Context: an optimization exercise on an open-source flow, tuned for small area, a short achievable clock period and few clock cycles. The choices shown serve that exercise and are no tape-out recipe.
Where RTL was checked, it was by simulation tests only, not by an equivalence proof against the original.
Only the layout flow was run in runs 1 to 3; the RTL was not checked for function there.
Power figures rest on the tool's default switching activity, not on a simulated workload.

[design.v]
module rawc_seq (
    input  wire        clk,
    input  wire        rst,         
    input  wire        cmd_valid,
    output wire        cmd_ready,
    input  wire [31:0] cmd_word,
    input  wire        wr_valid,
    output wire        wr_ready,
    input  wire [7:0]  wr_byte,
    output wire        rd_valid,
    output wire [7:0]  rd_byte,
    output wire        rsp_valid,
    input  wire        rsp_ready,
    output wire [31:0] rsp_word,
    output wire        p_valid,
    input  wire        p_ready,
    output wire [3:0]  p_kind,
    output wire [5:0]  p_reg,
    output wire        p_word,
    output wire [15:0] p_wdata,
    input  wire [31:0] p_rdata
);
    localparam [3:0] K_RD    = 4'd1;    
    localparam [3:0] K_WR    = 4'd2;    
    localparam [3:0] K_ARD   = 4'd3;    
    localparam [3:0] K_ARDB  = 4'd4;    
    localparam [3:0] K_AWR   = 4'd5;    
    localparam [3:0] K_AWRB  = 4'd6;    
    localparam [3:0] K_EDIS  = 4'd7;    
    localparam [3:0] K_EEN   = 4'd8;    
    localparam [3:0] K_TMR   = 4'd9;    
    localparam [3:0] K_DLY   = 4'd10;   
    localparam [3:0] K_DIAG  = 4'd11;   
    localparam [3:0] OP_INIT     = 4'h1;
    localparam [3:0] OP_ALLOC_M  = 4'h2;
    localparam [3:0] OP_ALLOC_D  = 4'h3;
    localparam [3:0] OP_DEALL_M  = 4'h4;
    localparam [3:0] OP_DEALL_D  = 4'h5;
    localparam [3:0] OP_MOUNT_RX = 4'h6;
    localparam [3:0] OP_SEND_M   = 4'h7;
    localparam [3:0] OP_SET_IDX  = 4'h8;
    localparam [3:0] OP_GET_IDX  = 4'h9;
    localparam [3:0] OP_READ_B   = 4'hA;
    localparam [3:0] OP_WRITE_B  = 4'hB;
    localparam [3:0] OP_GET_ST   = 4'hC;
    localparam [3:0] OP_SET_ST   = 4'hD;
    localparam [3:0] OP_MOVE     = 4'hE;
    localparam [3:0] OP_RDCSR    = 4'hF;
    localparam [6:0] S_IDLE   = {3'd0, 4'd0};
    localparam [6:0] S_RSP    = {3'd1, 4'd0};
    localparam [6:0] S_RDINT  = {3'd6, K_RD};     
    localparam [6:0] S_RDBC   = {3'd3, K_RD};     
    localparam [6:0] S_FIFO   = {3'd7, K_RD};     
    localparam [6:0] S_STAT   = {3'd1, K_RD};     
    localparam [6:0] S_GIDX   = {3'd0, K_RD};     
    localparam [6:0] S_PRE    = {3'd5, K_WR};     
    localparam [6:0] S_CTL    = {3'd2, K_WR};     
    localparam [6:0] S_CLR2   = {3'd7, K_WR};     
    localparam [6:0] S_CLR1   = {3'd6, K_WR};     
    localparam [6:0] S_SIDX   = {3'd0, K_WR};     
    localparam [6:0] S_ARD    = {3'd4, K_ARD};
    localparam [6:0] S_ARDB   = {3'd0, K_ARDB};
    localparam [6:0] S_AWR    = {3'd4, K_AWR};
    localparam [6:0] S_AWRB   = {3'd0, K_AWRB};
    localparam [6:0] S_EDIS   = {3'd0, K_EDIS};   
    localparam [6:0] S_EREST  = {3'd1, K_EDIS};   
    localparam [6:0] S_EEN    = {3'd0, K_EEN};
    localparam [6:0] S_T0     = {3'd0, K_TMR};    
    localparam [6:0] S_TMR    = {3'd1, K_TMR};    
    localparam [6:0] S_DLY    = {3'd0, K_DLY};
    localparam [6:0] S_DGI    = {3'd1, K_DIAG};   
    localparam [6:0] S_DGX    = {3'd2, K_DIAG};   
    localparam [6:0] S_DGM    = {3'd3, K_DIAG};   
    localparam [6:0] S_DGZ    = {3'd4, K_DIAG};   
    reg [6:0]  st;
    reg        pv;            
    reg        rq;            
    reg [3:0]  op;
    reg        ill;           
    reg [15:0] imm;
    reg [2:0]  w;             
    reg [5:0]  oob;
    reg [1:0]  mnt;           
    reg [3:0]  diags;
    reg        prior;         
    reg [31:0] t0;
    function [5:0] reg_of;
        input [2:0] ww;
        input [2:0] which;    
        begin
            case (ww)
                3'd0:    reg_of = 6'd0  + {3'd0, which};
                3'd1:    reg_of = 6'd5  + {3'd0, which};
                3'd2:    reg_of = 6'd10 + {3'd0, which};
                3'd3:    reg_of = 6'd15 + {3'd0, which};
                3'd4:    reg_of = 6'd20 + {3'd0, which};
                default: reg_of = 6'd25 + {3'd0, which};
            endcase
        end
    endfunction
    function ge12;
        input [11:0] a;
        input [11:0] b;
        integer i;
        reg gt, eq;
        begin
            gt = 1'b0;
            eq = 1'b1;
            for (i = 11; i >= 0; i = i - 1) begin
                gt = gt | (eq & a[i] & ~b[i]);
                eq = eq & ~(a[i] ^ b[i]);
            end
            ge12 = gt | eq;
        end
    endfunction
    function [15:0] dec16;
        input [15:0] a;
        integer i;
        reg borrow;
        begin
            borrow = 1'b1;
            for (i = 0; i < 16; i = i + 1) begin
                dec16[i] = a[i] ^ borrow;
                borrow   = borrow & ~a[i];
            end
        end
    endfunction
    function [7:0] mask1;
        input [2:0] ww;
        begin
            case (ww)
                3'd0:    mask1 = 8'h02;
                3'd1:    mask1 = 8'h04;
                default: mask1 = 8'h01;
            endcase
        end
    endfunction
    function [15:0] mask2;
        input [2:0] ww;
        begin
            case (ww)
                3'd2:    mask2 = 16'h0010;
                3'd3:    mask2 = 16'h0020;
                3'd4:    mask2 = 16'h0004;
                default: mask2 = 16'h0008;
            endcase
        end
    endfunction
    function legal;
        input [31:0] x;
        reg [3:0] o;
        reg [2:0] xw;
        reg [2:0] xp;
        begin
            o  = x[31:28];
            xw = x[26:24];
            xp = x[22:20];
            case (o)
                OP_INIT, OP_DEALL_M, OP_DEALL_D:
                    legal = (x[27:0] == 28'd0);
                OP_ALLOC_M, OP_ALLOC_D, OP_SEND_M:
                    legal = (x[27:16] == 12'd0) && (x[15:12] == 4'd0);
                OP_RDCSR:
                    legal = (x[27:16] == 12'd0) && (x[15:1] == 15'd0);
                OP_MOUNT_RX, OP_GET_IDX:
                    legal = !x[27] && (x[23:0] == 24'd0) && !(xw[2] && xw[1]);
                OP_GET_ST:
                    legal = !x[27] && (x[23:0] == 24'd0) && (xw[2:1] == 2'd0);
                OP_SET_IDX, OP_READ_B, OP_WRITE_B:
                    legal = !x[27] && (x[23:16] == 8'd0) && !(xw[2] && xw[1]);
                OP_SET_ST:
                    legal = !x[27] && (x[23:1] == 23'd0) && (xw[2:1] == 2'd0);
                OP_MOVE:
                    legal = !x[23] && (x[19:12] == 8'd0) && !(xw[2] && xw[1]) && !(xp[2] && xp[1:0] != 2'd0);
                default:
                    legal = 1'b0;
            endcase
        end
    endfunction
    wire [3:0] kind = st[3:0];
    wire       hs   = pv && p_ready;
    assign p_valid = pv;
    assign p_kind  = kind;
    assign rd_valid = hs && (st == S_ARDB);
    assign rd_byte  = p_rdata[7:0];
    wire [2:0] sub     = st[6:4];
    wire       is_diag = kind[3] && kind[1];               
    wire       fixed   = sub[2] && (sub[1] || sub[0]);     
    wire       w_lo    = (w[2:1] == 2'd0);                 
    wire [7:0] m1      = {5'd0, w == 3'd1, w == 3'd0, w_lo ? 1'b0 : 1'b1};
    reg  [5:0] fix_reg;
    always @(*) begin
        case (sub[1:0])
            2'd1:    fix_reg = w_lo ? 6'd30 : 6'd31;             
            2'd2:    fix_reg = 6'd30;                            
            default: fix_reg = kind[0] ? ((op == OP_ALLOC_M) ? 6'd32 : 6'd33) : 6'd31;   
        endcase
    end
    assign p_reg  = is_diag ? {sub, w} : fixed ? fix_reg : reg_of(w, sub);
    assign p_word = !(fixed && (sub[1:0] == 2'd2 || (sub[1:0] == 2'd1 && w_lo)));
    wire        use_byte = kind[2] && kind[1];         
    wire        use_fix  = fixed && !is_diag;          
    wire        use_dz   = is_diag && (sub != 3'd1);   
    reg  [15:0] fix_data;
    always @(*) begin
        case (sub[1:0])
            2'd1:    fix_data = w_lo ? {8'd0, m1} : mask2(w);    
            2'd2:    fix_data = {8'd0, m1};                       
            default: fix_data = 16'h003C;                         
        endcase
    end
    assign p_wdata = use_byte ? {8'd0, t0[23:16]} :
                     use_fix  ? fix_data :
                     use_dz   ? {15'd0, (sub == 3'd2) && (op == OP_WRITE_B)} :
                     imm;
    assign rsp_valid = rq;
    assign rsp_word  = {ill, 11'd0, diags, ill ? 16'd0 : t0[15:0]};
    wire        second  = (op == OP_INIT && w == 3'd4) || (op == OP_ALLOC_M && w == 3'd2);
    wire [15:0] rd16    = p_rdata[15:0];
    wire        rd_nz   = (rd16 != 16'd0);
    wire        rd0     = p_rdata[0];
    wire [5:0]  dlo    = {1'b0, p_rdata[4:0]} - {1'b0, t0[4:0]};
    wire        blo    = dlo[5];
    wire [26:0] th     = p_rdata[31:5];
    wire [26:0] t0h    = t0[31:5];
    wire [26:0] xeq    = ~(th ^ t0h);                   
    reg  [26:0] c1;
    integer ci;
    always @(*) begin
        c1[0] = !xeq[0];
        for (ci = 1; ci < 27; ci = ci + 1)
            c1[ci] = t0h[ci-1] ? (xeq[ci] == th[ci-1]) : xeq[ci];
    end
    wire        hi_eq0 = &xeq;
    wire        hi_eq1 = &c1;
    wire        lt5    = (dlo[4:3] == 2'd0) && !(dlo[2] && dlo[1:0] != 2'd0);
    wire        lt20   = !dlo[4] || (dlo[3:2] == 2'd0);
    wire        is_si  = (op == OP_SET_IDX);
    wire        lo_lt  = is_si ? lt5 : lt20;
    wire        tmo    = !((blo ? hi_eq1 : hi_eq0) && lo_lt);
    wire        hit     = (w == 3'd0) ? p_rdata[1] : (w == 3'd1) ? p_rdata[2] : p_rdata[0];
    wire        fifo_ok = (rd16[15:12] != 4'd0) || ge12(rd16[11:0], imm[11:0]);    
    wire        go_mv   = fifo_ok || (op == OP_ALLOC_M && rd_nz);
    wire        last_b  = (imm == 16'd1);
    wire        zlen    = (imm == 16'd0);
    reg [6:0] nA, nB;
    reg       dsel_hit, dsel_tmo, dsel_nz, dsel_go, dsel_rd0;
    always @(*) begin
        nA = S_RSP;
        nB = S_RSP;
        dsel_hit = 1'b0;
        dsel_tmo = 1'b0;
        dsel_nz  = 1'b0;
        dsel_go  = 1'b0;
        dsel_rd0 = 1'b0;
        case (st)
            S_EDIS:  begin nA = S_PRE; nB = S_PRE; end
            S_PRE:   begin nA = S_CTL; nB = S_CTL; end
            S_CTL:   begin nA = S_EEN; nB = S_EEN; end
            S_EEN:   begin nA = S_T0;  nB = S_T0;  end
            S_T0:    begin nA = is_si ? S_STAT : S_RDINT; nB = nA; end
            S_RDINT: begin
                dsel_hit = 1'b1;
                nA = (w[2:1] != 2'd0) ? S_CLR2 : S_CLR1;
                nB = S_TMR;
            end
            S_CLR2:  begin nA = S_CLR1; nB = S_CLR1; end
            S_CLR1,
            S_DGM:   begin nA = prior ? S_RDBC : S_EREST; nB = nA; end
            S_TMR: begin
                dsel_tmo = 1'b1;
                nA = is_si ? S_DGI : S_DGM;
                nB = is_si ? S_STAT : S_DLY;
            end
            S_DLY:   begin nA = S_RDINT; nB = S_RDINT; end
            S_EREST: begin nA = S_RDBC;  nB = S_RDBC;  end
            S_RDBC: begin
                if (op == OP_INIT && !second) begin
                    nA = S_EDIS; nB = S_EDIS;
                end else if (op == OP_MOUNT_RX) begin
                    dsel_nz = 1'b1;
                    nA = S_RSP; nB = S_DGZ;
                end
            end
            S_FIFO:  begin dsel_go = 1'b1; nA = S_EDIS; nB = S_RSP; end
            S_STAT:  begin dsel_rd0 = 1'b1; nA = S_TMR; nB = S_RSP; end
            S_SIDX:  begin nA = S_T0; nB = S_T0; end
            S_DGX:   begin nA = (op == OP_WRITE_B) ? S_AWR : S_ARD; nB = nA; end
            S_ARD,
            S_ARDB:  begin nA = zlen || last_b && st == S_ARDB ? S_RSP : S_ARDB; nB = nA; end
            S_AWR,
            S_AWRB:  begin nA = zlen || last_b && st == S_AWRB ? S_RSP : S_AWRB; nB = nA; end
            default: ;
        endcase
    end
    wire d = (dsel_hit && hit) || (dsel_tmo && tmo) || (dsel_nz && rd_nz) ||
             (dsel_go && go_mv) || (dsel_rd0 && rd0);
    wire rqA = (nA == S_RSP);
    wire rqB = (nB == S_RSP);
    wire pvA = !rqA && !(nA == S_AWRB && !wr_valid);
    wire pvB = !rqB && !(nB == S_AWRB && !wr_valid);
    wire want_b = (st == S_AWR) || (st == S_AWRB);
    assign wr_ready = (hs && want_b) || (st == S_AWRB && !pv);
    wire take_b = wr_ready && wr_valid;
    assign cmd_ready = (kind == 4'd0);
    wire acc = cmd_valid && cmd_ready;
    wire [3:0] c_op = cmd_word[31:28];
    wire [2:0] c_w  = cmd_word[26:24];
    wire       c_ok = legal(cmd_word);
    reg [5:0] oob_set, oob_clr;
    always @(*) begin
        oob_set = 6'd0;
        oob_clr = 6'd0;
        if (hs) begin
            case (st)
                S_DGI:  oob_set[w] = 1'b1;
                S_STAT: oob_clr[w] = !rd0;
                S_RDBC: begin
                    oob_clr[3] = (op == OP_ALLOC_M) && rd_nz && !second;
                    oob_clr[1] = (op == OP_ALLOC_D) && rd_nz;
                end
                default: ;
            endcase
        end
    end
    genvar gi;
    generate
        for (gi = 0; gi < 6; gi = gi + 1) begin : g_oob
            always @(posedge clk) begin
                if (rst)
                    oob[gi] <= 1'b0;
                else if (oob_set[gi] || oob_clr[gi])
                    oob[gi] <= oob_set[gi];
            end
        end
    endgenerate
    reg [6:0] st_acc;
    reg       pv_acc;
    always @(*) begin
        pv_acc = 1'b1;
        st_acc = S_RSP;
        case (c_op)
            OP_INIT, OP_DEALL_M, OP_DEALL_D, OP_MOUNT_RX,
            OP_SEND_M, OP_MOVE:       st_acc = S_EDIS;
            OP_ALLOC_M, OP_ALLOC_D:   st_acc = S_FIFO;
            OP_SET_IDX:               st_acc = S_SIDX;
            OP_GET_IDX:               st_acc = S_GIDX;
            OP_READ_B:                st_acc = oob[c_w] ? S_DGX : S_ARD;
            OP_WRITE_B:               st_acc = oob[c_w] ? S_DGX : S_AWR;
            default:                  pv_acc = 1'b0;    
        endcase
        if (!c_ok) begin
            st_acc = S_RSP;
            pv_acc = 1'b0;
        end
    end
    reg [6:0] st_o;
    reg       pv_o, rq_o;
    always @(*) begin
        st_o = st;
        pv_o = pv;
        rq_o = rq;
        if (rq && rsp_ready) begin
            rq_o = 1'b0;
            st_o = S_IDLE;
        end
        if (st == S_AWRB && !pv && wr_valid) pv_o = 1'b1;
        if (acc) begin
            st_o = st_acc;
            pv_o = pv_acc;
            rq_o = !pv_acc;
        end
    end
    always @(posedge clk) begin
        if (rst) begin
            st <= S_IDLE;
            pv <= 1'b0;
            rq <= 1'b0;
        end else if (hs) begin
            st <= d ? nA  : nB;
            pv <= d ? pvA : pvB;
            rq <= d ? rqA : rqB;
        end else begin
            st <= st_o;
            pv <= pv_o;
            rq <= rq_o;
        end
    end
    always @(posedge clk) begin
        if (rst) begin
            mnt <= 2'd0;
        end else begin
            if (take_b) t0[23:16] <= wr_byte;
            if (hs) begin
                case (st)
                    S_EDIS: begin
                        prior <= rd0;
                        case (op)
                            OP_INIT:     mnt <= 2'b00;
                            OP_DEALL_D:  mnt[0] <= 1'b0;
                            OP_MOUNT_RX: if (w == 3'd0) mnt[0] <= 1'b1;
                            default: ;
                        endcase
                    end
                    S_T0:    t0 <= p_rdata;
                    S_DGI:   begin
                        diags[0] <= 1'b1;
                        t0[15:0] <= 16'd0;
                    end
                    S_DGX:   diags[1] <= 1'b1;
                    S_DGM:   diags[2] <= 1'b1;
                    S_DGZ:   begin
                        diags[3] <= 1'b1;
                        t0[15:0] <= 16'd0;
                    end
                    S_RDBC: begin
                        case (op)
                            OP_INIT: begin
                                w   <= 3'd4;
                                imm <= {1'b1, 3'd3, 12'd0};
                                t0[15:0] <= 16'd0;
                            end
                            OP_ALLOC_M: begin
                                t0[15:0] <= {15'd0, rd_nz && !second};
                            end
                            OP_ALLOC_D: begin
                                t0[15:0] <= {15'd0, rd_nz};
                                if (rd_nz) mnt[1] <= 1'b1;
                            end
                            OP_MOUNT_RX,
                            OP_MOVE: t0[15:0] <= rd16;
                            default: t0[15:0] <= 16'd0;
                        endcase
                    end
                    S_FIFO: begin
                        t0[15:0] <= 16'd0;
                        if (!fifo_ok) begin
                            w   <= 3'd2;
                            imm <= {1'b0, 3'd1, 12'd0};
                        end
                    end
                    S_STAT: begin
                        if (!rd0) t0[15:0] <= 16'd0;
                    end
                    S_GIDX:  t0[15:0] <= rd16;
                    S_ARDB,
                    S_AWRB:  imm <= dec16(imm);
                    default: ;
                endcase
            end
            if (acc) begin
                op     <= c_op;
                ill    <= !c_ok;
                imm    <= cmd_word[15:0];
                diags  <= 4'd0;
                w      <= c_w;
                case (c_op)
                    OP_INIT:     begin w <= 3'd1; imm[15:12] <= {1'b0, 3'd3}; end
                    OP_ALLOC_M:  begin w <= 3'd3; imm[15:12] <= {1'b1, 3'd1}; end
                    OP_ALLOC_D:  begin w <= 3'd1; imm[15:12] <= {1'b1, 3'd2}; end
                    OP_DEALL_M:  begin w <= 3'd2; imm[15:12] <= {1'b0, 3'd1}; end
                    OP_DEALL_D:  begin w <= 3'd0; imm[15:12] <= {1'b0, 3'd2}; end
                    OP_MOUNT_RX: imm[15:12] <= {1'b1, 3'd0};
                    OP_SEND_M:   begin w <= 3'd3; imm[15:12] <= {1'b0, 3'd0}; end
                    OP_MOVE:     imm[15:12] <= {cmd_word[27], cmd_word[22:20]};
                    default: ;
                endcase
                case (c_op)
                    OP_GET_ST: t0[15:0] <= {15'd0, mnt[c_w[0]]};
                    OP_SET_ST: t0[15:0] <= 16'd0;
                    OP_RDCSR:  t0[15:0] <= cmd_word[0] ? {14'd0, mnt} : {10'd0, oob};
                    default:   t0[15:0] <= cmd_word[15:0];
                endcase
                if (c_op == OP_SET_ST && !cmd_word[27] && cmd_word[26:25] == 2'd0 &&
                    cmd_word[23:1] == 23'd0)
                    mnt[c_w[0]] <= cmd_word[0];
            end
        end
    end
endmodule
[config.mk]
export PLATFORM = sky130hd
export DESIGN_NAME = rawc_seq
export DESIGN_NICKNAME = rawc_seq
export VERILOG_FILES = /design/flow/design.v
export SDC_FILE = /design/flow/constraint.sdc
export NUM_CORES = 4
export LEC_CHECK = 0
export CAP_MARGIN = 20
export CORE_MARGIN = 2
export CORE_UTILIZATION = 55
export SETUP_SLACK_MARGIN = 1.5
export SLEW_MARGIN = 20
[standard.sh]
#!/bin/bash
# synth_recipe.tcl (not shown) runs the flow's synth.tcl, then flattens the netlist and writes it again
# the make line also repeats each setting of config.mk as NAME=value (left out here)
make -C /OpenROAD-flow-scripts/flow DESIGN_CONFIG=/design/flow/config.mk WORK_HOME=/design/flow/orfs CLKGATE_MAP_FILE= SYNTH_SCRIPT=/design/flow/synth_recipe.tcl "${@:-finish}"
[constraint.sdc]
create_clock -name core_clock -period 5.0 [get_ports {clk}]
set_input_delay 1.0000 -clock core_clock [delete_from_list [all_inputs] [get_ports {clk}]]
set_output_delay 1.0000 -clock core_clock [all_outputs]
set_load 0.01 [all_outputs]
[flow/run.sh]
#!/bin/bash
# Layout flow: the standard ORFS flow (standard.sh), with these changes:
#  - the port buffers inserted during placement use the smallest buffer cell;
#  - synthesis leaves adders to ABC instead of extracting half/full adder
#    cells (ADDER_MAP_FILE empty), so carry chains are mapped as logic; the
#    synthesis script and its register names are the standard ones;
#  - clock tree synthesis uses clkbuf_4/clkbuf_8 and adds no dummy loads.
set -euo pipefail
export BUFFER_PORTS_ARGS="-buffer_cell sky130_fd_sc_hd__buf_1"
export ADDER_MAP_FILE=
export CTS_ARGS="-sink_clustering_enable -repair_clock_nets -buf_list {sky130_fd_sc_hd__clkbuf_4 sky130_fd_sc_hd__clkbuf_8} -dont_use_dummy_load"
bash standard.sh > standard_flow.log 2>&1
==> flow_metrics.env, run 1 <==
export IMPL_setup_viol=0
export IMPL_required_ps=5290
export IMPL_relSlewSlack_pct=28.2
export IMPL_yosys_warnings=1
export IMPL_clock_sinks=78
export IMPL_die_h_um=121
export IMPL_max_freq_mhz=292
export IMPL_crit_type="input port to flop"
export IMPL_vias=8293
export IMPL_clk_latency_ps=390
export IMPL_wl_per_cell_um=21.5
export IMPL_instances_no_fill=1248
export IMPL_numPortBuffers=138
export IMPL_final_cell_mix="buf_1, nor2_1, nand2_1, a21oi_1, edfxtp_1"
export IMPL_routed_wl_mm=26.9
export IMPL_clkPwrFrac_pct=20.5
export IMPL_swShare_pct=38.5
export IMPL_setup_tns_ps=0
export IMPL_stdcell_area_um2=8360
export IMPL_power_share_sequential_pct=43.1
export IMPL_final_hold_viol_count=0
export IMPL_cts_max_path_buffers=2
export IMPL_netlist_area_um2=7510
export IMPL_whs_ps=499
export IMPL_async_reset_ff_share_pct=0
export IMPL_cts_buffers=9
export IMPL_pwr_share_comb_pct=36.3
export IMPL_fp_row_count=42
export IMPL_worst_setup_path_start_kind="input port"
export IMPL_finalCoreUtilization_pct=62.9
export IMPL_drive_above_1_share_pct=7.93
export IMPL_startpoint="cmd_word[28]"
export IMPL_power_density_nw_per_um2=228
export IMPL_place_area_um2=7980
export IMPL_min_period_ps=3430
export IMPL_drv_cap=0
export IMPL_start_util_pct=56.5
export IMPL_slew_viol_final=0
export IMPL_dp_hpwl_mm=20.0
export IMPL_ant_nets=0
export IMPL_power_switching_mw=0.735
export IMPL_tritoncts="yes"
export IMPL_post_route_period_util_pct=68.6
export IMPL_first_pass_iters=8
export IMPL_r2r_end="t0[5]$_DFFE_PP_"
export IMPL_finClkSkew_ps=23.6
export IMPL_globalplace_congestion=0.998
export IMPL_status="complete, no violations"
export IMPL_leakage_nw=2.95
export IMPL_power_internal_mw=1.17
export IMPL_synth_edf_count=61
export IMPL_crit_top_cell="o31ai_1"
export IMPL_antennaDiodeCount=0
export IMPL_cp_arrival_ps=3720
export IMPL_grt_overflow=0
export IMPL_seq_area_frac_synth_pct=28.9
export IMPL_htreeDepth=3
export IMPL_ir_worst_vdd_mv=0.167
export IMPL_antenna_found_initial=0
export IMPL_io_pins=150
export IMPL_grt_pass1_vias=7232
export IMPL_ys_flop_type="edfxtp_1"
export IMPL_rr_worst_depth=9
export IMPL_grt_setup_unrepaired="yes"
export IMPL_r2r_start="st[1]$_SDFFE_PP0P_"
export IMPL_drc_errors=0
export IMPL_dieArea_um2=14600
export IMPL_synth_cells=970
export IMPL_syn_avg_cell_area_um2=7.74
export IMPL_grt_max_degree=34
export IMPL_path_cells="buf_1 > inv_1 > nor2_1 > o31ai_1 > nor4b_1 > a2111oi_0 > o21ai_0 > o211ai_1 > a32oi_1 > o31ai_1"
export IMPL_setup_worst_path_end="st[4]$_SDFFE_PP0P_"
export IMPL_reg2reg_slack_ps=1690
export IMPL_synthDistinctLibCells=86
export IMPL_clock_root_buffer="clkbuf_8"
export IMPL_core_um2=13300
export IMPL_die_x_um=121
export IMPL_final_common_cell="buf_1"
export IMPL_dp_cells=1222
export IMPL_hold_path_class="flop to flop"
export IMPL_critPathCaptureType="flop"
export IMPL_crit_path_top_delay_cell="buf_1"
export IMPL_grt_first_pass_wirelength_mm=40.5
export IMPL_ys_ff_latch=78
export IMPL_cp_max_fo=20
export IMPL_final_nets=1152
export IMPL_routed_via_density=6.65
export IMPL_first_iter_violations=992
export IMPL_area_growth_synth_to_final_pct=11.3
export IMPL_slowest_delay_ps=630
export IMPL_tightestPinTransition_ps=1060
export IMPL_grt_use_total_pct=35.9
export IMPL_clkTransAtPathRegs_ps=80
## power by group through the flow
stage                     Clock (mW)  Sequential, mW  Combinational, mW
after floorplan                    0           0.807              0.480
after global placement             0           0.838              0.648
after detailed placement           0           0.838              0.646
after CTS                      0.391           0.823              0.658
after global routing           0.414           0.828              0.753
final                          0.392           0.823              0.693
## cells in the mapped netlist, drive strengths merged (6+ instances only)
master | n | area share [%]
a22o | 14 | 1.6
nand2b | 28 | 2.3
nand2 | 85 | 4.2
or2 | 6 | 0.50
and3 | 15 | 1.2
nor2 | 93 | 4.6
nor4b | 8 | 1.0
nor2b | 44 | 3.7
a21oi | 66 | 4.4
nor4 | 22 | 2.0
xor2 | 17 | 2.0
nand3 | 31 | 2.1
dfxtp | 17 | 4.5
xnor2 | 34 | 4.1
or4 | 8 | 0.80
edfxtp | 61 | 24
o41ai | 6 | 0.70
nand4 | 14 | 1.2
a31oi | 15 | 1.2
nor3 | 32 | 2.2
o22ai | 13 | 1.1
o21ai | 60 | 4.0
o211ai | 6 | 0.60
inv | 35 | 1.7
buf | 39 | 3.4
or3 | 8 | 0.67
clkbuf | 48 | 2.4
mux2i | 24 | 3.2
a211oi | 7 | 0.70
o31ai | 9 | 0.90
## critical path: cells and delay by family
family,cells,cell delay (ps)
simple gates,2,400
compound gates,6,1450
buf+inv,2,880
## metrics by stage
stage	setup slack (ps)	power, mW
CTS	1500	1.87
finish	1570	1.91
floorplan	1670	1.29
global route	1430	2.00
global placement	1070	1.49
detailed placement	1040	1.48
## cell type report
| type | instances | area (µm²) |
|---|---|---|
| multi-input combinational | 780 | 4910 |
| timing repair buffer | 170 | 790 |
| tap | 176 | 220 |
| clock buffer | 9 | 124 |
| fill | 1231 | 4940 |
| inverter | 35 | 143 |
| sequential | 78 | 2170 |
## sequential cells by signal, summed over array words and instances (netlist names)
name / count
diags: 4
op: 4
oob: 6
rq: 1
prior: 1
w: 3
imm: 16
pv: 1
ill: 1
st: 7
mnt: 2
t0: 32
## how the worst min path moves through the flow
stage	from	cells after the start	to	slack, ps
6_report	oob[0]$_SDFFE_PP0P_	2	oob[0]$_SDFFE_PP0P_	500
2_1_floorplan	oob[0]$_SDFFE_PP0P_	2	oob[0]$_SDFFE_PP0P_	450
4_1_cts	oob[0]$_SDFFE_PP0P_	2	oob[0]$_SDFFE_PP0P_	490
5_1_grt	oob[0]$_SDFFE_PP0P_	2	oob[0]$_SDFFE_PP0P_	520
3_3_place_gp	oob[0]$_SDFFE_PP0P_	2	oob[0]$_SDFFE_PP0P_	480
3_5_place_dp	oob[0]$_SDFFE_PP0P_	2	oob[0]$_SDFFE_PP0P_	480
## timing repair
item                                    4_1_cts  5_1_grt
endpoints found under the setup margin       41       21
pin swaps                                     2        1
resized for setup                            10       24
hold buffers                                  0        0
setup buffers                                 7       10
## metal layers
layer	GRT usage, %	up-vias	wire length [µm]	share of wire, %
li1	-	3788	-	-
met1	48.8	3905	10900	40
met2	58.1	522	12500	46
met3	3.99	78	2530	9.4
met4	15.2	0	1030	3.8
met5	0	-	0	0
## cell families after synthesis
kind of cell | after synthesis | synth area share, %
flops | 78 | 28.9
buf+inv | 122 | 7.51
fa+ha+maj | 5 | 0.666
mux | 26 | 3.65
xor+xnor | 51 | 6.05
simple gates | 421 | 29.5
other cells | 1 | 0.0499
compound gates | 266 | 23.6
==> run 2, diff against run 1 <==
--- a/config.mk
+++ b/config.mk
@@ -7,6 +7,6 @@
 export LEC_CHECK = 0
-export CAP_MARGIN = 20
+export CAP_MARGIN = 10
 export CORE_MARGIN = 2
 export CORE_UTILIZATION = 55
-export SETUP_SLACK_MARGIN = 1.5
-export SLEW_MARGIN = 20
+export SETUP_SLACK_MARGIN = 1.6
+export SLEW_MARGIN = 10
==> flow_metrics.env, run 2 <==
export IMPL_place_ws_ps=1040
export IMPL_whs_ps=504
export IMPL_largest_registers="t0 (32), imm (16), st (7)"
export IMPL_final_hold_viol_count=0
export IMPL_numPortBuffers=138
export IMPL_ant_nets=0
export IMPL_final_cell_mix="buf_1, nor2_1, nand2_1, a21oi_1, edfxtp_1"
export IMPL_largest_reg_flops=32
export IMPL_finClkSkew_ps=19.4
export IMPL_globalplace_congestion=0.998
export IMPL_crit_path_top_delay_cell="edfxtp_1"
export IMPL_first_pass_iters=5
export IMPL_die_x_um=121
export IMPL_cts_buffers=9
export IMPL_slew_viol_final=0
export IMPL_leakage_nw=2.99
export IMPL_instances_no_fill=1250
export IMPL_crit_type="flop to primary output"
export IMPL_synth_top_area_share_pct=24.4
export IMPL_synth_top_area_cell="edfxtp_1"
export IMPL_die_h_um=121
export IMPL_dp_hpwl_mm=20.0
export IMPL_tritoncts="yes"
export IMPL_seq_area_frac_synth_pct=28.9
export IMPL_grt_use_total_pct=36.3
export IMPL_ys_flop_type="edfxtp_1"
export IMPL_critPathCaptureType="primary output"
export IMPL_ys_ff_latch=78
export IMPL_yosys_warnings=1
export IMPL_vias=8324
export IMPL_worst_setup_path_start_kind="flop"
export IMPL_grt_setup_unrepaired="yes"
export IMPL_hold_path_class="flop to flop"
export IMPL_dp_cells=1222
export IMPL_drive_above_1_share_pct=9.50
export IMPL_cp_max_fo=7
export IMPL_stdcell_area_um2=8500
export IMPL_cts_max_path_buffers=2
export IMPL_setup_viol=0
export IMPL_clkTransAtPathRegs_ps=80
export IMPL_clk_latency_ps=390
export IMPL_fp_row_count=42
export IMPL_yosysMostFrequentCell="nor2_1"
export IMPL_largest_register="t0"
export IMPL_synthDistinctLibCells=86
export IMPL_clock_root_buffer="clkbuf_8"
export IMPL_wl_per_cell_um=21.8
export IMPL_post_route_period_util_pct=67.5
export IMPL_netlist_area_um2=7510
export IMPL_first_iter_violations=1094
export IMPL_synth_area_leaders="edfxtp_1, nor2_1, dfxtp_1"
export IMPL_grt_first_pass_wirelength_mm=41.0
export IMPL_clock_sinks=78
export IMPL_relSlewSlack_pct=25.0
export IMPL_antennaDiodeCount=0
export IMPL_grt_use_met3_pct=4.04
export IMPL_yosys_top_cells_count="nor2_1, nand2_1, a21oi_1"
export IMPL_max_freq_mhz=296
export IMPL_routed_wl_mm=27.2
export IMPL_async_reset_ff_share_pct=0
export IMPL_slowest_delay_ps=600
export IMPL_status="complete, no violations"
export IMPL_htreeDepth=3
export IMPL_routed_via_density=6.66
export IMPL_place_area_um2=7980
export IMPL_worst_slack_ps=1630
export IMPL_drv_cap=0
export IMPL_min_period_ps=3370
export IMPL_cp_arrival_ps=2370
export IMPL_path_cells="nor3b_1 > buf_4 > o21ai_0 > a2111oi_1 > a221o_1 > buf_1"
export IMPL_grtUsageMet2_pct=58.5
export IMPL_grt_pass1_vias=7309
export IMPL_grt_busiest_layer="met2"
export IMPL_use_met1_pct=49.3
export IMPL_start_util_pct=56.5
export IMPL_tightestPinTransition_ps=1110
export IMPL_required_ps=4000
export IMPL_core_um2=13300
export IMPL_syn_avg_cell_area_um2=7.74
export IMPL_io_pins=150
export IMPL_antenna_found_initial=0
export IMPL_drc_errors=0
export IMPL_final_nets=1154
export IMPL_grt_overflow=0
export IMPL_synth_edf_count=61
export IMPL_dieArea_um2=14600
export IMPL_power_density_nw_per_um2=227
export IMPL_area_growth_synth_to_final_pct=13.1
export IMPL_fill_cells=1214
export IMPL_setup_tns_ps=0
export IMPL_final_common_cell="buf_1"
export IMPL_ir_worst_vdd_mv=0.127
export IMPL_synth_cells=970
export IMPL_grt_max_degree=34
==> run 2: kinds of logic after synthesis <==
| kind of cell | after synthesis | synth area share, % |
|---|---|---|
| other cells | 1 | 0.0499 |
| fa+ha+maj | 5 | 0.666 |
| compound gates | 266 | 23.6 |
| simple gates | 421 | 29.5 |
| mux | 26 | 3.65 |
| xor+xnor | 51 | 6.05 |
| buf+inv | 122 | 7.51 |
| flops | 78 | 28.9 |
==> run 2: worst paths after layout <==
path                            cells past startpoint  slack (ps)                 from             endpoint
worst max-delay path                                6        1630       w[2]$_DFFE_PP_           p_wdata[2]
worst min-delay path                                2         500  oob[0]$_SDFFE_PP0P_  oob[0]$_SDFFE_PP0P_
worst max register to register                      9        1750   st[1]$_SDFFE_PP0P_      t0[4]$_DFFE_PP_
worst min register to register                      2         500  oob[0]$_SDFFE_PP0P_  oob[0]$_SDFFE_PP0P_
==> run 2: critical path: cells and delay by family, from the launching register on <==
kind                   cells  cell delay (ps)
AO/OA/AOI/OAI              3              820
buffers and inverters      2              340
AND/OR/NAND/NOR            1              240
flip-flops                 1              600
==> run 2: where the power goes <==
group	internal, mW	switching, mW	leakage (nW)
clock	0.161	0.234	0.0647
combinational	0.257	0.448	2.22
sequential	0.762	0.0633	0.706
total	1.18	0.746	2.99
==> run 2: what timing repair did <==
action / CTS / global route
setup endpoints to repair: 47 / 22
gates cloned: 1 / 0
hold endpoints to repair: 0 / 0
hold buffers: 0 / 0
buffers inserted: 12 / 6
resized for setup: 17 / 45
pin swaps: 2 / 6
==> run 2: cell type report <==
cell class | count | area [µm²] | share of cell area [%]
repair buffers | 171 | 821 | 9.66
well taps | 176 | 220 | 2.59
multi-input cells | 781 | 5010 | 59.0
flip-flops and latches | 78 | 2180 | 25.6
inverters | 35 | 143 | 1.68
clock buffers | 9 | 124 | 1.46
==> run 2: through the flow <==
stage	power, mW	util, %
floorplan	1.29	-
global placement	1.49	60.0
detailed placement	1.48	60.0
CTS	1.88	62.3
global route	2.01	63.9
finish	1.93	63.9
==> run 2: metal layers <==
layer,up-vias,share of wire (%)
met5,-,0
met4,0,3.8
met3,92,10
met2,579,46
met1,3860,40
li1,3793,-
==> run 3, diff against run 2 <==
--- a/design.v
+++ b/design.v
@@ -200,5 +200,17 @@
     assign p_word = !(fixed && (sub[1:0] == 2'd2 || (sub[1:0] == 2'd1 && w_lo)));
-    wire        use_byte = kind[2] && kind[1];         
-    wire        use_fix  = fixed && !is_diag;          
-    wire        use_dz   = is_diag && (sub != 3'd1);   
+    function [1:0] wsel;
+        input [6:0] s;
+        begin
+            case (s)
+                S_PRE, S_CLR1, S_CLR2: wsel = 2'd1;
+                S_AWRB:                wsel = 2'd2;
+                S_DGX, S_DGM, S_DGZ:   wsel = 2'd3;
+                default:               wsel = 2'd0;
+            endcase
+        end
+    endfunction
+    reg  [1:0]  osel;
+    wire        use_byte = (osel == 2'd2);
+    wire        use_fix  = (osel == 2'd1);
+    wire        use_dz   = (osel == 2'd3);
     reg  [15:0] fix_data;
@@ -295,2 +307,16 @@
     end
+    reg [6:0] nX;
+    always @(*) begin
+        case (st)
+            S_TMR:   nX = is_si ? S_DGI : S_DGM;
+            S_RDBC:  nX = S_DGZ;
+            default: nX = nA;
+        endcase
+    end
+    always @(posedge clk) begin
+        if (acc)
+            osel <= ((c_op == OP_READ_B || c_op == OP_WRITE_B) && oob[c_w]) ? 2'd3 : 2'd0;
+        else if (hs)
+            osel <= wsel(nX);
+    end
     wire d = (dsel_hit && hit) || (dsel_tmo && tmo) || (dsel_nz && rd_nz) ||
--- a/config.mk
+++ b/config.mk
@@ -7,6 +7,6 @@
 export LEC_CHECK = 0
-export CAP_MARGIN = 10
+export CAP_MARGIN = 20
 export CORE_MARGIN = 2
 export CORE_UTILIZATION = 55
-export SETUP_SLACK_MARGIN = 1.6
-export SLEW_MARGIN = 10
+export SETUP_SLACK_MARGIN = 1.5
+export SLEW_MARGIN = 20
==> flow_metrics.env, run 3 <==
export IMPL_crit_type="flop to primary output"
export IMPL_cp_max_fo=15
export IMPL_leakage_nw=2.90
export IMPL_final_nets=1163
export IMPL_tightestPinTransition_ps=1110
export IMPL_yosys_top_cells_count="nand2_1, nor2_1, a21oi_1"
export IMPL_finalCoreUtilization_pct=61.6
export IMPL_area_growth_synth_to_final_pct=9.02
export IMPL_required_ps=4000
export IMPL_critPathCaptureType="primary output"
export IMPL_slowest_delay_ps=600
export IMPL_rr_worst_depth=10
export IMPL_synth_top_area_share_pct=24.0
export IMPL_grt_overflow=0
export IMPL_start_util_pct=56.5
export IMPL_swShare_pct=33.2
export IMPL_path_cells="or2_2 > nor2_1 > nand3_1 > o21ai_0 > buf_1"
export IMPL_power_density_nw_per_um2=185
export IMPL_ys_ff_latch=80
export IMPL_vias=8310
export IMPL_grt_max_degree=27
export IMPL_synth_edf_count=63
export IMPL_largest_registers="t0 (32), imm (16), st (7)"
export IMPL_clkPwrFrac_pct=25.1
export IMPL_stdcell_area_um2=8580
export IMPL_power_switching_mw=0.525
export IMPL_die_h_um=124
export IMPL_routed_wl_mm=27.6
export IMPL_reg2reg_slack_ps=1680
export IMPL_worst_setup_path_start_kind="flop"
export IMPL_grt_first_pass_wirelength_mm=41.2
export IMPL_tritoncts="yes"
export IMPL_first_pass_iters=8
export IMPL_slew_viol_final=0
export IMPL_drive_above_1_share_pct=8.31
export IMPL_htreeDepth=3
export IMPL_synth_cells=990
export IMPL_clock_sinks=80
export IMPL_async_reset_ff_share_pct=0
export IMPL_drc_errors=0
export IMPL_hold_path_class="flop to flop"
export IMPL_ctsHoldBuffers=0
export IMPL_io_pins=150
export IMPL_final_cell_mix="buf_1, nand2_1, nor2_1, a21oi_1, edfxtp_1"
export IMPL_setup_viol=0
export IMPL_r2r_end="st[3]$_SDFFE_PP0P_"
export IMPL_place_area_um2=8320
export IMPL_largest_register="t0"
export IMPL_fp_row_count=43
export IMPL_relSlewSlack_pct=25.6
export IMPL_power_share_sequential_pct=50.3
export IMPL_cts_buffers=9
export IMPL_finClkSkew_ps=29.8
export IMPL_final_common_cell="buf_1"
export IMPL_routed_via_density=6.58
export IMPL_syn_avg_cell_area_um2=7.95
export IMPL_synthDistinctLibCells=97
export IMPL_cp_arrival_ps=2370
export IMPL_die_x_um=124
export IMPL_clk_latency_ps=380
export IMPL_largest_reg_flops=32
export IMPL_cts_max_path_buffers=2
export IMPL_ant_nets=0
export IMPL_grt_setup_unrepaired="no"
export IMPL_yosys_warnings=1
export IMPL_final_hold_viol_count=0
export IMPL_core_um2=13900
export IMPL_holdPathStages=2
export IMPL_ir_worst_vdd_mv=0.149
export IMPL_hold_end="oob[0]$_SDFFE_PP0P_"
export IMPL_cp_depth=5
export IMPL_clkTransAtPathRegs_ps=70
export IMPL_pwr_share_comb_pct=24.6
export IMPL_netlist_area_um2=7870
export IMPL_numPortBuffers=138
export IMPL_seq_area_frac_synth_pct=28.4
export IMPL_grt_use_total_pct=35.9
export IMPL_grt_pass1_vias=7360
export IMPL_post_route_period_util_pct=67.5
export IMPL_wl_per_cell_um=21.8
export IMPL_drv_cap=0
export IMPL_antennaDiodeCount=0
export IMPL_dp_hpwl_mm=21.0
export IMPL_crit_buf_inv=1
export IMPL_ys_flop_type="edfxtp_1"
export IMPL_worstHoldStart="oob[0]$_SDFFE_PP0P_"
export IMPL_min_period_ps=3370
export IMPL_max_freq_mhz=297
export IMPL_synth_top_area_cell="edfxtp_1"
export IMPL_power_mw=1.58
export IMPL_crit_path_top_delay_cell="edfxtp_1"
export IMPL_clock_root_buffer="clkbuf_8"
export IMPL_dieArea_um2=15300
export IMPL_globalplace_congestion=0.986
export IMPL_synth_area_leaders="edfxtp_1, xnor2_1, a21oi_1"
export IMPL_crit_family="simple AND/OR/NAND/NOR gates"
export IMPL_status="complete, no violations"
export IMPL_power_internal_mw=1.06
export IMPL_r2r_start="st[2]$_SDFFE_PP0P_"
export IMPL_first_iter_violations=860
export IMPL_antenna_found_initial=0
export IMPL_setup_tns_ps=0
export IMPL_yosysMostFrequentCell="nand2_1"
run 3: tightest hold or removal path, delay by kind of cell (launching register included):
| kind | cells | cell delay, ps |
|---|---|---|
| AO/OA/AOI/OAI | 2 | 130 |
| flip-flops | 1 | 340 |
run 3: what timing repair did:
action	in CTS	in global routing
pin swaps	0	1
gates resized for setup	5	16
cloned	0	0
setup endpoints to repair	2	27
setup buffers	0	6
run 3: through the flow:
stage	hold WS, ps	setup slack, ps	std cells
finish	512	1630	1263
global route	541	1500	1263
CTS	511	1470	1257
detailed placement	499	1150	1248
global placement	490	845	1248
floorplan	454	1500	1000
run 3: cells by family after synthesis:
group	after synthesis	share of synthesized area, %
simple gates	431	30.6
flops	80	28.4
xor+xnor	55	6.12
buf+inv	118	7.41
compound gates	274	23.3
mux	26	3.51
other cells	1	0.0477
fa+ha+maj	5	0.668
run 3: how the worst max path moves through the flow:
stage	from	endpoint	slack, ps
after floorplan	p_rdata[4]	imm[0]$_DFFE_PP_	1500
after global placement	p_rdata[4]	imm[11]$_DFFE_PP_	840
after detailed placement	p_rdata[4]	imm[11]$_DFFE_PP_	1150
after CTS	st[5]$_SDFFE_PP0P_	wr_ready	1470
after global routing	w[2]$_DFFE_PP_	p_reg[1]	1500
final	w[2]$_DFFE_PP_	p_wdata[1]	1630
run 3: area by class of cell:
class | count | area, µm²
Clock buffer | 9 | 124
Fill cell | 1354 | 5360
Inverter | 29 | 109
Multi-Input combinational cell | 802 | 5170
Sequential cell | 80 | 2240
Tap cell | 180 | 225
Timing Repair Buffer | 163 | 709
run 3: power groups by stage:
| stage | Combinational, mW | Sequential (mW) | Clock, mW |
|---|---|---|---|
| 2_1_floorplan | 0.275 | 0.783 | 0 |
| 3_5_place_dp | 0.373 | 0.809 | 0 |
| 3_3_place_gp | 0.373 | 0.809 | 0 |
| 4_1_cts | 0.376 | 0.795 | 0.398 |
| 5_1_grt | 0.425 | 0.800 | 0.418 |
| 6_report | 0.390 | 0.796 | 0.398 |
run 3: layer usage:
metal	vias to the layer above	share of wire (%)	wire length (µm)	track usage, %
met5	-	0	0	0
met4	0	4.6	1280	17.1
met3	88	8.8	2410	6.73
met2	470	46	12800	58.4
met1	3917	40	11100	46.0
li1	3835	-	-	-
==> run 4, diff against run 3 <==
--- a/design.v
+++ b/design.v
@@ -81,2 +81,5 @@
     reg [2:0]  w;             
+    reg [2:0]  mp;            
+    reg        md;            
+    reg        second;        
     reg [5:0]  oob;
@@ -200,17 +203,6 @@
     assign p_word = !(fixed && (sub[1:0] == 2'd2 || (sub[1:0] == 2'd1 && w_lo)));
-    function [1:0] wsel;
-        input [6:0] s;
-        begin
-            case (s)
-                S_PRE, S_CLR1, S_CLR2: wsel = 2'd1;
-                S_AWRB:                wsel = 2'd2;
-                S_DGX, S_DGM, S_DGZ:   wsel = 2'd3;
-                default:               wsel = 2'd0;
-            endcase
-        end
-    endfunction
-    reg  [1:0]  osel;
-    wire        use_byte = (osel == 2'd2);
-    wire        use_fix  = (osel == 2'd1);
-    wire        use_dz   = (osel == 2'd3);
+    wire        use_byte = kind[2] && kind[1];         
+    wire        use_fix  = fixed && !is_diag;          
+    wire        use_ctl  = (sub == 3'd2) && !is_diag;  
+    wire        use_dz   = is_diag && (sub != 3'd1);   
     reg  [15:0] fix_data;
@@ -225,2 +217,3 @@
                      use_fix  ? fix_data :
+                     use_ctl  ? {md, mp, second ? 12'd0 : imm[11:0]} :
                      use_dz   ? {15'd0, (sub == 3'd2) && (op == OP_WRITE_B)} :
@@ -229,3 +222,2 @@
     assign rsp_word  = {ill, 11'd0, diags, ill ? 16'd0 : t0[15:0]};
-    wire        second  = (op == OP_INIT && w == 3'd4) || (op == OP_ALLOC_M && w == 3'd2);
     wire [15:0] rd16    = p_rdata[15:0];
@@ -307,16 +299,2 @@
     end
-    reg [6:0] nX;
-    always @(*) begin
-        case (st)
-            S_TMR:   nX = is_si ? S_DGI : S_DGM;
-            S_RDBC:  nX = S_DGZ;
-            default: nX = nA;
-        endcase
-    end
-    always @(posedge clk) begin
-        if (acc)
-            osel <= ((c_op == OP_READ_B || c_op == OP_WRITE_B) && oob[c_w]) ? 2'd3 : 2'd0;
-        else if (hs)
-            osel <= wsel(nX);
-    end
     wire d = (dsel_hit && hit) || (dsel_tmo && tmo) || (dsel_nz && rd_nz) ||
@@ -327,3 +305,3 @@
     wire pvB = !rqB && !(nB == S_AWRB && !wr_valid);
-    wire want_b = (st == S_AWR) || (st == S_AWRB);
+    wire want_b = (st == S_AWR && !zlen) || (st == S_AWRB && !last_b);
     assign wr_ready = (hs && want_b) || (st == S_AWRB && !pv);
@@ -421,11 +399,3 @@
                 case (st)
-                    S_EDIS: begin
-                        prior <= rd0;
-                        case (op)
-                            OP_INIT:     mnt <= 2'b00;
-                            OP_DEALL_D:  mnt[0] <= 1'b0;
-                            OP_MOUNT_RX: if (w == 3'd0) mnt[0] <= 1'b1;
-                            default: ;
-                        endcase
-                    end
+                    S_EDIS:  prior <= rd0;
                     S_T0:    t0 <= p_rdata;
@@ -444,4 +414,5 @@
                             OP_INIT: begin
-                                w   <= 3'd4;
-                                imm <= {1'b1, 3'd3, 12'd0};
+                                second <= 1'b1;
+                                w      <= 3'd4;
+                                md     <= 1'b1;
                                 t0[15:0] <= 16'd0;
@@ -463,4 +434,5 @@
                         if (!fifo_ok) begin
-                            w   <= 3'd2;
-                            imm <= {1'b0, 3'd1, 12'd0};
+                            second <= 1'b1;
+                            w      <= 3'd2;
+                            md     <= 1'b0;
                         end
@@ -481,12 +453,14 @@
                 diags  <= 4'd0;
+                second <= 1'b0;
                 w      <= c_w;
+                mp     <= cmd_word[22:20];
+                md     <= cmd_word[27];
                 case (c_op)
-                    OP_INIT:     begin w <= 3'd1; imm[15:12] <= {1'b0, 3'd3}; end
-                    OP_ALLOC_M:  begin w <= 3'd3; imm[15:12] <= {1'b1, 3'd1}; end
-                    OP_ALLOC_D:  begin w <= 3'd1; imm[15:12] <= {1'b1, 3'd2}; end
-                    OP_DEALL_M:  begin w <= 3'd2; imm[15:12] <= {1'b0, 3'd1}; end
-                    OP_DEALL_D:  begin w <= 3'd0; imm[15:12] <= {1'b0, 3'd2}; end
-                    OP_MOUNT_RX: imm[15:12] <= {1'b1, 3'd0};
-                    OP_SEND_M:   begin w <= 3'd3; imm[15:12] <= {1'b0, 3'd0}; end
-                    OP_MOVE:     imm[15:12] <= {cmd_word[27], cmd_word[22:20]};
+                    OP_INIT:     begin w <= 3'd1; mp <= 3'd3; md <= 1'b0; end
+                    OP_ALLOC_M:  begin w <= 3'd3; mp <= 3'd1; md <= 1'b1; end
+                    OP_ALLOC_D:  begin w <= 3'd1; mp <= 3'd2; md <= 1'b1; end
+                    OP_DEALL_M:  begin w <= 3'd2; mp <= 3'd1; md <= 1'b0; end
+                    OP_DEALL_D:  begin w <= 3'd0; mp <= 3'd2; md <= 1'b0; end
+                    OP_MOUNT_RX: begin mp <= 3'd0; md <= 1'b1; end
+                    OP_SEND_M:   begin w <= 3'd3; mp <= 3'd0; md <= 1'b0; end
                     default: ;
@@ -499,5 +473,11 @@
                 endcase
-                if (c_op == OP_SET_ST && !cmd_word[27] && cmd_word[26:25] == 2'd0 &&
-                    cmd_word[23:1] == 23'd0)
-                    mnt[c_w[0]] <= cmd_word[0];
+                if (c_ok) begin
+                    case (c_op)
+                        OP_INIT:     mnt <= 2'b00;
+                        OP_DEALL_D:  mnt[0] <= 1'b0;
+                        OP_MOUNT_RX: if (c_w == 3'd0) mnt[0] <= 1'b1;
+                        OP_SET_ST:   mnt[c_w[0]] <= cmd_word[0];
+                        default: ;
+                    endcase
+                end
             end
==> flow_metrics.env, run 4 <==
export IMPL_clkTransAtPathRegs_ps=80
export IMPL_die_x_um=121
export IMPL_final_common_cell="buf_1"
export IMPL_first_iter_violations=1033
export IMPL_dieArea_um2=14500
export IMPL_grt_use_total_pct=33.9
export IMPL_clock_sinks=83
export IMPL_fp_row_count=42
export IMPL_crit_top_cell="a31oi_1"
export IMPL_grt_pass1_vias=7078
export IMPL_rr_worst_depth=10
export IMPL_grt_setup_unrepaired="yes"
export IMPL_synth_area_leaders="edfxtp_1, nor2_1, dfxtp_1"
export IMPL_drc_errors=0
export IMPL_netlist_area_um2=7470
export IMPL_crit_path_top_delay_cell="dfxtp_4"
export IMPL_yosys_warnings=1
export IMPL_globalplace_congestion=1.04
export IMPL_cts_buffers=9
export IMPL_first_pass_iters=6
export IMPL_dp_hpwl_mm=18.8
export IMPL_seq_area_frac_synth_pct=31.1
export IMPL_power_mw=1.56
export IMPL_clock_root_buffer="clkbuf_8"
export IMPL_synth_cells=948
export IMPL_final_nets=1121
export IMPL_cp_max_fo=23
export IMPL_status="complete, no violations"
export IMPL_tightestPinTransition_ps=1060
export IMPL_routed_wl_mm=25.0
export IMPL_largest_register="t0"
export IMPL_hold_path_class="flop to flop"
export IMPL_ir_worst_vdd_mv=0.133
export IMPL_syn_avg_cell_area_um2=7.88
export IMPL_largest_registers="t0 (32), imm (16), st (7)"
export IMPL_synth_edf_count=66
export IMPL_synthDistinctLibCells=83
export IMPL_die_h_um=121
export IMPL_finClkSkew_ps=27.2
export IMPL_final_cell_mix="buf_1, nor2_1, nand2_1, edfxtp_1, a21oi_1"
export IMPL_ctsHoldBuffers=0
export IMPL_fill_cells=1273
export IMPL_slowest_delay_ps=480
export IMPL_setup_worst_path_end="p_wdata[0]"
export IMPL_yosys_top_cells_count="nor2_1, nand2_1, edfxtp_1"
export IMPL_final_hold_viol_count=0
export IMPL_antenna_found_initial=0
export IMPL_ys_ff_latch=83
export IMPL_grt_first_pass_wirelength_mm=38.3
export IMPL_setup_viol=0
export IMPL_async_reset_ff_share_pct=0
export IMPL_finalCoreUtilization_pct=61.7
export IMPL_cts_max_path_buffers=2
export IMPL_start_util_pct=56.4
export IMPL_min_period_ps=3520
export IMPL_synth_top_area_cell="edfxtp_1"
export IMPL_area_growth_synth_to_final_pct=9.29
export IMPL_power_density_nw_per_um2=191
export IMPL_critPathCaptureType="primary output"
export IMPL_htreeDepth=3
export IMPL_largest_reg_flops=32
export IMPL_worst_setup_path_start_kind="flop"
export IMPL_routed_via_density=6.39
export IMPL_leakage_nw=2.80
export IMPL_crit_type="flop to primary output"
export IMPL_io_pins=150
export IMPL_antennaDiodeCount=0
export IMPL_max_freq_mhz=284
export IMPL_wl_per_cell_um=20.5
export IMPL_grt_max_degree=30
export IMPL_reg2reg_slack_ps=1730
export IMPL_ys_flop_type="edfxtp_1"
export IMPL_r2r_start="st[0]$_SDFFE_PP0P_"
export IMPL_vias=7775
export IMPL_yosysMostFrequentCell="nor2_1"
export IMPL_tritoncts="yes"
export IMPL_numPortBuffers=138
export IMPL_path_cells="nor3b_1 > buf_4 > nand2_1 > a21oi_2 > nor2b_1 > a31oi_1 > nor2_1 > a31oi_1 > a21oi_1 > buf_1"
export IMPL_cp_arrival_ps=2520
export IMPL_synth_top_area_share_pct=26.5
export IMPL_post_route_period_util_pct=70.3
export IMPL_grt_overflow=0
export IMPL_required_ps=4000
export IMPL_relSlewSlack_pct=28.9
export IMPL_drv_cap=0
export IMPL_core_um2=13200
export IMPL_worstHoldStart="oob[1]$_SDFFE_PP0P_"
export IMPL_setup_tns_ps=0
export IMPL_ant_nets=0
export IMPL_startpoint="st[5]$_SDFFE_PP0P_"
export IMPL_slew_viol_final=0
export IMPL_r2r_end="st[1]$_SDFFE_PP0P_"
export IMPL_clk_latency_ps=380
export IMPL_drive_above_1_share_pct=6.44
==> run 4: cell count changes after synthesis, sizes merged, moves of 8 or more <==
cell,change
xnor2,-11
a211oi,-9
nand2,-12
buf,-14
xor2,+10
nor2,+33
nor3,+9
nor4,-9
nand4,-10
clkbuf,+11
a21oi,-8
and2,-8
==> run 4: through the flow <==
step | instances | cell area, µm² | hold slack, ps | setup WS (ps)
after CTS | 1207 | 8050 | 502 | 1440
after global routing | 1217 | 8170 | 542 | 1410
after global placement | 1198 | 7900 | 495 | 1060
after floorplan | 958 | 7510 | 452 | 1630
after detailed placement | 1198 | 7900 | 492 | 1000
final | 1217 | 8170 | 531 | 1480
==> run 4: power by group <==
part / leakage [nW] / internal (mW) / switching (mW) / total, mW
logic: 1.96 / 0.129 / 0.212 / 0.341
registers: 0.766 / 0.777 / 0.0409 / 0.818
clock network: 0.0647 / 0.162 / 0.239 / 0.400
==> run 4: worst min-delay path by stage <==
stage                     endpoint  slack (ps)  cells after the start
2_1_floorplan  oob[0]$_SDFFE_PP0P_         450                      2
3_3_place_gp   oob[0]$_SDFFE_PP0P_         500                      2
3_5_place_dp   oob[0]$_SDFFE_PP0P_         490                      2
4_1_cts        oob[0]$_SDFFE_PP0P_         500                      2
5_1_grt        oob[0]$_SDFFE_PP0P_         540                      2
6_report       oob[1]$_SDFFE_PP0P_         530                      2
==> run 4: layer usage <==
metal	part of all wire, %	global-route usage, %	up-vias
li1	-	-	3641
met1	42	46.2	3646
met2	47	55.5	437
met3	8.6	4.10	51
met4	2.7	12.2	0
met5	0	0	-
==> run 4: kinds of logic (layout without fill, tap and decap cells) <==
kind of cell	Yosys count	count (layout)	synth area share [%]
and+or+nand+nor	424	424	29.5
muxes	22	22	3.16
xor gates and xnor gates	54	54	6.33
buffers and inverters	109	192	7.05
AOI/OAI and AO/OA	248	248	21.9
adders and majority gates	7	7	0.954
DFF	83	83	31.1
other	1	11	0.0502
==> run 4: cell type report <==
cell class	instances	area, µm²	area share (%)
clock buffer	9	124	1.52
sequential	83	2330	28.5
inverter	23	86.3	1.06
timing repair buffer	160	701	8.58
multi-input combinational	766	4710	57.6
tap	176	220	2.70
==> run 4: worst max-delay path, delay by kind of cell (launching register included) <==
family	cells	cell delay (ps)
buf+inv	2	350
simple gates	4	440
flops	1	480
compound gates	4	900
==> run 4: repair_timing <==
item | in CTS | in global routing
buffers inserted | 0 | 10
endpoints found under the setup margin | 20 | 26
pin swaps | 0 | 3
gates resized for setup | 9 | 10
cloned | 0 | 0
Testbench counts of run 4, summed over its fixed seeds: cycles 146,720.
==> run 5, diff against run 4 <==
--- a/config.mk
+++ b/config.mk
@@ -7,6 +7,6 @@
 export LEC_CHECK = 0
-export CAP_MARGIN = 20
+export CAP_MARGIN = 10
 export CORE_MARGIN = 2
 export CORE_UTILIZATION = 55
-export SETUP_SLACK_MARGIN = 1.5
-export SLEW_MARGIN = 20
+export SETUP_SLACK_MARGIN = 1.75
+export SLEW_MARGIN = 10
==> flow_metrics.env, run 5 <==
export IMPL_status="complete, no violations"
export IMPL_grt_max_degree=31
export IMPL_slew_viol_final=0
export IMPL_post_route_period_util_pct=65.2
export IMPL_leakage_nw=2.95
export IMPL_core_um2=13200
export IMPL_crit_buf_inv=1
export IMPL_synthMuxAreaShare_pct=3.16
export IMPL_path_cells="nand2b_1 > nor2_4 > a21oi_4 > nor2b_1 > a31oi_1 > nor2_1 > a31oi_1 > a21oi_1 > buf_1"
export IMPL_syn_avg_cell_area_um2=7.88
export IMPL_grt_overflow=0
export IMPL_largest_reg_flops=32
export IMPL_netlist_area_um2=7470
export IMPL_crit_path_top_delay_cell="dfxtp_4"
export IMPL_relSlewSlack_pct=35.5
export IMPL_grt_first_pass_wirelength_mm=38.8
export IMPL_routed_wl_mm=25.2
export IMPL_ys_flop_type="edfxtp_1"
export IMPL_min_period_ps=3260
export IMPL_clock_sinks=83
export IMPL_synth_simple_area_share_pct=29.5
export IMPL_die_x_um=121
export IMPL_clock_root_buffer="clkbuf_8"
export IMPL_synth_area_leaders="edfxtp_1, nor2_1, dfxtp_1"
export IMPL_seq_area_frac_synth_pct=31.1
export IMPL_cp_arrival_ps=2260
export IMPL_first_pass_iters=5
export IMPL_instances_no_fill=1236
export IMPL_final_hold_viol_count=0
export IMPL_setup_viol=0
export IMPL_final_cell_mix="buf_1, nor2_1, nand2_1, edfxtp_1, a21oi_1"
export IMPL_synthDistinctLibCells=83
export IMPL_tightestPinTransition_ps=943
export IMPL_drc_errors=0
export IMPL_grt_setup_unrepaired="yes"
export IMPL_fp_row_count=42
export IMPL_area_growth_synth_to_final_pct=13.0
export IMPL_antenna_found_initial=0
export IMPL_synth_top_area_share_pct=26.5
export IMPL_start_util_pct=56.4
export IMPL_power_density_nw_per_um2=186
export IMPL_globalplace_congestion=0.989
export IMPL_cts_max_path_buffers=2
export IMPL_synth_adder_area_share_pct=0.954
export IMPL_required_ps=4000
export IMPL_crit_family="simple AND/OR/NAND/NOR gates"
export IMPL_clkTransAtPathRegs_ps=70
export IMPL_synth_compound_area_share_pct=21.9
export IMPL_first_iter_violations=960
export IMPL_antennaDiodeCount=0
export IMPL_crit_top_cell="a31oi_1"
export IMPL_grt_pass1_vias=7053
export IMPL_worst_setup_path_start_kind="flop"
export IMPL_yosysMostFrequentCell="nor2_1"
export IMPL_routed_via_density=6.39
export IMPL_die_h_um=121
export IMPL_numPortBuffers=138
export IMPL_grt_use_total_pct=34.4
export IMPL_cp_max_fo=29
export IMPL_tritoncts="yes"
export IMPL_slowest_delay_ps=550
export IMPL_critPathCaptureType="primary output"
export IMPL_synth_xor_area_share_pct=6.33
export IMPL_dp_hpwl_mm=18.9
export IMPL_final_common_cell="buf_1"
export IMPL_crit_type="flop to primary output"
export IMPL_async_reset_ff_share_pct=0
export IMPL_drv_cap=0
export IMPL_wl_per_cell_um=20.4
export IMPL_max_freq_mhz=307
export IMPL_synth_cells=948
export IMPL_largest_registers="t0 (32), imm (16), st (7)"
export IMPL_yosys_top_cells_count="nor2_1, nand2_1, edfxtp_1"
export IMPL_synth_edf_count=66
export IMPL_drive_above_1_share_pct=10.6
export IMPL_largest_register="t0"
export IMPL_cts_buffers=9
export IMPL_htreeDepth=3
export IMPL_dieArea_um2=14500
export IMPL_yosys_warnings=1
export IMPL_clk_latency_ps=390
export IMPL_final_nets=1140
export IMPL_ir_worst_vdd_mv=0.110
export IMPL_setup_tns_ps=0
export IMPL_ant_nets=0
export IMPL_hold_path_class="flop to flop"
export IMPL_finClkSkew_ps=27.8
export IMPL_ys_ff_latch=83
export IMPL_io_pins=150
export IMPL_synth_top_area_cell="edfxtp_1"
export IMPL_synth_top_family_by_area="simple AND/OR/NAND/NOR gates"
export IMPL_dp_cells=1199
export IMPL_vias=7902
==> run 5: cell type report <==
type,instances,area [µm²]
multi-input cells,766,4820
flip-flops and latches,83,2340
fillers,1278,4800
well taps,176,220
inverters,23,86.3
repair buffers,179,852
clock buffers,9,124
==> run 5: repair_timing <==
action | 4_1_cts | 5_1_grt
buffers inserted | 7 | 21
endpoints found under the hold margin | 0 | 0
pin swaps | 2 | 6
hold buffers | 0 | 0
setup endpoints to repair | 38 | 36
resized for setup | 26 | 23
==> run 5: cells by family (layout without fill, tap and decap cells) <==
| family | count (synthesis) | count (layout) |
|---|---|---|
| AND/OR/NAND/NOR | 424 | 424 |
| flip-flops | 83 | 83 |
| multiplexers | 22 | 22 |
| AO/OA/AOI/OAI | 248 | 248 |
| adder cells (fa/ha/maj) | 7 | 7 |
| buffers and inverters | 109 | 211 |
| other | 1 | 11 |
| XOR/XNOR | 54 | 54 |
==> run 5: where the power goes <==
part | switching, mW | total, mW | leakage, nW | internal (mW)
logic | 0.221 | 0.357 | 2.12 | 0.137
registers | 0.0378 | 0.814 | 0.767 | 0.776
clock network | 0.241 | 0.402 | 0.0647 | 0.161
==> run 5: stage by stage <==
| step | worst slack [ps] | total power [mW] | hold slack (ps) | utilization (%) | area [µm²] |
|---|---|---|---|---|---|
| 6_report | 1740 | 1.57 | 522 | 63.8 | 8440 |
| 5_1_grt | 1640 | 1.63 | 545 | 63.8 | 8440 |
| 4_1_cts | 1680 | 1.56 | 502 | 61.8 | 8190 |
| 3_5_place_dp | 1230 | 1.16 | 496 | 59.9 | 7930 |
| 3_3_place_gp | 1260 | 1.16 | 489 | 59.9 | 7930 |
| 2_1_floorplan | 1650 | 1.05 | 452 | - | 7540 |
==> run 5: final timing paths <==
kind	from	endpoint	slack, ps	cells past startpoint
setup reg to reg	st[3]$_SDFFE_PP0P_	md$_DFFE_PP_	1950	7
setup / recovery	st[4]$_SDFFE_PP0P_	p_wdata[0]	1740	9
hold reg to reg	mnt[0]$_SDFFE_PP0P_	mnt[0]$_SDFFE_PP0P_	520	2
hold / removal	mnt[0]$_SDFFE_PP0P_	mnt[0]$_SDFFE_PP0P_	520	2
==> run 5: worst register-to-register path: cells and delay by family (launching register included) <==
| kind | cells | cell delay (ps) |
|---|---|---|
| buffers and inverters | 2 | 540 |
| AO/OA/AOI/OAI | 1 | 70 |
| AND/OR/NAND/NOR | 4 | 1760 |
| flip-flops | 1 | 300 |
==> run 5: layer usage <==
layer | wire [µm] | track usage, % | vias up | share of wire, %
li1 | - | - | 3684 | -
met1 | 10500 | 46.7 | 3675 | 42
met2 | 11500 | 55.2 | 464 | 46
met3 | 2200 | 4.48 | 79 | 8.7
met4 | 1010 | 14.5 | 0 | 4.0
met5 | 0 | 0 | - | 0

-- port drivers added, routing unchanged --
No port has a modelled driver above. Below, the same layouts with a new extraction and two added sets of constraints.
Step 1 sets driving cells, clkbuf_16 on the clock port and buf_2 on the other inputs (assumed; they add their load-dependent delay and slew).
Step 2 adds t to the input delays and takes it off the output delays; t is the mean of the earliest and latest rising clock arrival at the registers after step 1. Input paths then give back, and output paths get back, about the clock's delay inside the block.
a / b / c = no drivers / after step 1 / after step 2; a / b = the first two.
run	shift t [ns]	slack for setup (ns)	latest minus earliest clock arrival (ns)	worst register clock-pin slew, ns
run 1	0.417	1.570 / 1.531 / 1.165	0.024 / 0.024	0.09 / 0.09
run 2	0.417	1.626 / 1.587 / 1.225	0.019 / 0.019	0.09 / 0.09
run 3	0.407	1.628 / 1.589 / 1.278	0.030 / 0.030	0.09 / 0.09
run 4	0.411	1.484 / 1.444 / 1.232	0.027 / 0.027	0.10 / 0.10
run 5	0.417	1.742 / 1.702 / 1.407	0.028 / 0.028	0.09 / 0.09
After both steps setup and hold are still met in every run listed. For run 1, which loses most, drivers alone change the setup slack by -0.039 ns; drivers and shift together by -0.405 ns.
